What follows belongs to an exercise in optimizing a design on an open flow for small area, a short achievable clock period and few clock cycles; a production flow would make more cautious choices.
Only simulation tests tie the RTL to the original design; equivalence was not proved.
No activity file was given, so power comes from the tool's default toggle rates. No driver is modelled on the clock port, so clocking that relies on it looks cheaper here than on a real chip.

Setup of build 69:
## ash_rx
module ash_rx (
    input  wire       clk,
    input  wire       rst,
    input  wire       in_valid,
    input  wire [7:0] in_byte,
    output wire       in_ready,
    output wire       out_valid,
    input  wire       out_ready,
    output wire [4:0] out_tag,
    output wire [7:0] out_data,
    output wire       out_last
);
Settings: LEC_CHECK=0, ABC_AREA=1, CAP_MARGIN=20, CORE_MARGIN=2, CORE_UTILIZATION=70, SLEW_MARGIN=20; clock period 8.0 ns.
standard.sh (not shown) runs the stock make flow with config.mk's settings and CLKGATE_MAP_FILE= SYNTH_SCRIPT=/design/flow/synth_recipe.tcl, a recipe that flattens the netlist after the stock synthesis.
==> flow/flow/run.sh <==
#!/bin/bash
# The standard layout (standard.sh: the standard synthesis and the ORFS
# steps to finish), with two changes: clock tree synthesis is run without
# dummy loads, and timing repair aims at a setup slack margin of 5.45 ns.
# Everything the steps print goes to standard.log here; ORFS keeps each
# step's own log under orfs/logs/.
set -euo pipefail
export CTS_ARGS="-sink_clustering_enable -repair_clock_nets -dont_use_dummy_load -sink_clustering_size 30 -sink_clustering_max_diameter 70"
export SETUP_SLACK_MARGIN=5.45
bash standard.sh > standard.log 2>&1
Build 69 has completed all stages; timing, DRC and antenna checks passed.
Testbench counts of build 69, summed over its fixed seeds: cycles 9,879.
For build 71, these inputs were changed with respect to build 69:
# build 69
export LEC_CHECK = 0
export ABC_AREA = 1
export CAP_MARGIN = 20
export CORE_MARGIN = 2
export CORE_UTILIZATION = 70
export SLEW_MARGIN = 20
create_clock -name core_clock -period 8.0 [get_ports {clk}]
# build 71
export LEC_CHECK = 0
export ABC_AREA = 1
export CAP_MARGIN = 20
export CORE_MARGIN = 2
export CORE_UTILIZATION = 40
export SLEW_MARGIN = 20
create_clock -name core_clock -period 8.0 [get_ports {clk}]
### Flow results
Across both runs, area growth from synthesis to layout was higher for build 71 than for build 69.
Cmp build 71 and build 69 / final area / lower: build 69
Sort build 71 and build 69 by non-filler instance count after layout asc -> top: build 69

---

ash_rx again, from the RTL that the note above started with.
==> flow/config.mk <==
export PLATFORM = sky130hd
export DESIGN_NAME = ash_rx
export DESIGN_NICKNAME = ash_rx
export VERILOG_FILES = /design/flow/design.v
export SDC_FILE = /design/flow/constraint.sdc
export NUM_CORES = 4
export LEC_CHECK = 0
export CAP_MARGIN = 20
export CORE_MARGIN = 2
export CORE_UTILIZATION = 40
export SLEW_MARGIN = 20
==> flow/constraint.sdc <==
create_clock -name core_clock -period 8.0 [get_ports {clk}]
set_input_delay 1.6000 -clock core_clock [delete_from_list [all_inputs] [get_ports {clk}]]
set_output_delay 1.6000 -clock core_clock [all_outputs]
set_load 0.01 [all_outputs]
==> flow/flow/run.sh <==
#!/bin/bash
# The standard layout (standard.sh: the standard synthesis and the ORFS
# steps to finish), with two changes: clock tree synthesis is run without
# dummy loads, and timing repair aims at a setup slack margin of 5.45 ns.
# Everything the steps print goes to standard.log here; ORFS keeps each
# step's own log under orfs/logs/.
set -euo pipefail
export CTS_ARGS="-sink_clustering_enable -repair_clock_nets -dont_use_dummy_load -sink_clustering_size 35 -sink_clustering_max_diameter 70"
export SETUP_SLACK_MARGIN=5.45
bash standard.sh > standard.log 2>&1
The starting point finished with timing, DRC and antenna clean.
Testbench counts at the start, summed over its fixed seeds: cycles 9,879.
Edit:
--- a/flow/flow/run.sh
+++ b/flow/flow/run.sh
@@ -6,5 +6,5 @@
 # step's own log under orfs/logs/.
 set -euo pipefail
-export CTS_ARGS="-sink_clustering_enable -repair_clock_nets -dont_use_dummy_load -sink_clustering_size 35 -sink_clustering_max_diameter 70"
-export SETUP_SLACK_MARGIN=5.45
+export CTS_ARGS="-sink_clustering_enable -repair_clock_nets -dont_use_dummy_load -sink_clustering_size 30 -sink_clustering_max_diameter 70"
+export SETUP_SLACK_MARGIN=5.5
 bash standard.sh > standard.log 2>&1
--- a/flow/config.mk
+++ b/flow/config.mk
@@ -6,4 +6,5 @@
 export NUM_CORES = 4
 export LEC_CHECK = 0
+export ABC_AREA = 1
 export CAP_MARGIN = 20
 export CORE_MARGIN = 2
The changed run ran to the end with no violations.
Count of clock-buffer cells in the layout came out higher by 6.
Die area went up by 1.4%.
Worst setup slack gets better by 0.024 ns.
Routed wire length grows by 8.5%.
Via count grows by 15%.
Design area rose by 0.55%.
Total power grows by 3.5%.
Worst hold slack loses 0.018 ns.
Core utilization goes down by 0.49 points.
Clock skew hardly moves.

---

Setup of the previous run:
ash_rx again, from the RTL that the note above started with.
export LEC_CHECK = 0
export ABC_AREA = 1
export CAP_MARGIN = 20
export CORE_MARGIN = 2
export CORE_UTILIZATION = 60
export SLEW_MARGIN = 20
create_clock -name core_clock -period 8.0 [get_ports {clk}]
==> flow/flow/run.sh <==
#!/bin/bash
# The standard layout (standard.sh: the standard synthesis and the ORFS
# steps to finish), with two changes: clock tree synthesis is run without
# dummy loads, and timing repair aims at a setup slack margin of 5.45 ns.
# Everything the steps print goes to standard.log here; ORFS keeps each
# step's own log under orfs/logs/.
set -euo pipefail
export CTS_ARGS="-sink_clustering_enable -repair_clock_nets -dont_use_dummy_load -sink_clustering_size 30 -sink_clustering_max_diameter 70"
export SETUP_SLACK_MARGIN=5.45
bash standard.sh > standard.log 2>&1
Testbench counts of the previous run, summed over its fixed seeds: cycles 9,879.
The inputs of the current run differ from those of the previous run as listed below.
- removing ABC_AREA (formerly 1)
- changing CORE_UTILIZATION from 60 to 40
### Flow results
- The current run went all the way through synthesis, placement and routing and the layout is clean on timing, DRC and antenna.
- Going from the previous run to the current run, number of stages on the worst setup path barely changed; sequential power was more or less identical.
- Re maximum level of the CTS H-tree: no difference whatsoever between the previous run and the current run.
- Re power: the previous run was higher than the current run.
- Share of the clock period used by the worst path after layout, the previous run and the current run: lower on the previous run
- On number of antenna violations at the first check in global routing: between the previous run and the current run, it ends up higher for the current run.
- From the previous run to the current run the numbers moved as follows: final worst slack decreased 68 ps; global-route usage fell 7.1 points; last weighted congestion value of the routability-driven placer has increased.
- Looking at largest net degree at the start of global routing across the previous run and the current run, the one that comes out lower is the previous run.

afterwards: timing with drivers on the ports:
No port has a modelled driver above. Below, the same layouts with a new extraction and two added sets of constraints. Step 1: set_driving_cell puts a clkbuf_16 on clk and a buf_2 on each other input, an assumption about the parent block. Step 2 moves the port delays by t, midway between the first and last clock arrival at a register: inputs arrive t later, outputs are due t later. That takes back most of the time a late clock gives input paths. Slacks: no drivers / after step 1 / after step 2; pairs: no drivers / after step 1.
run	t (ns)	setup slack, ns	worst setup path at the end	clock arrival spread, ns	worst slew at a driven data input, ns
build 69	0.639	5.358 / 5.300 / 4.854	input to register	0.082 / 0.082	0.04
build 71	0.662	5.322 / 5.260 / 4.882	input to register	0.094 / 0.095	0.05
the first run of note 2	0.657	5.276 / 5.216 / 4.817	input to register	0.078 / 0.078	0.08
the second run of note 2	0.659	5.300 / 5.236 / 4.929	input to register	0.097 / 0.096	0.05
the previous run	0.653	5.358 / 5.299 / 4.866	input to register	0.103 / 0.103	0.05
the current run	0.665	5.291 / 5.231 / 4.779	input to register	0.073 / 0.072	0.09
After both steps setup and hold are still met in every run listed. The setup slack of the current run, which loses most, moves by -0.060 ns with the drivers and by -0.512 ns with both steps.
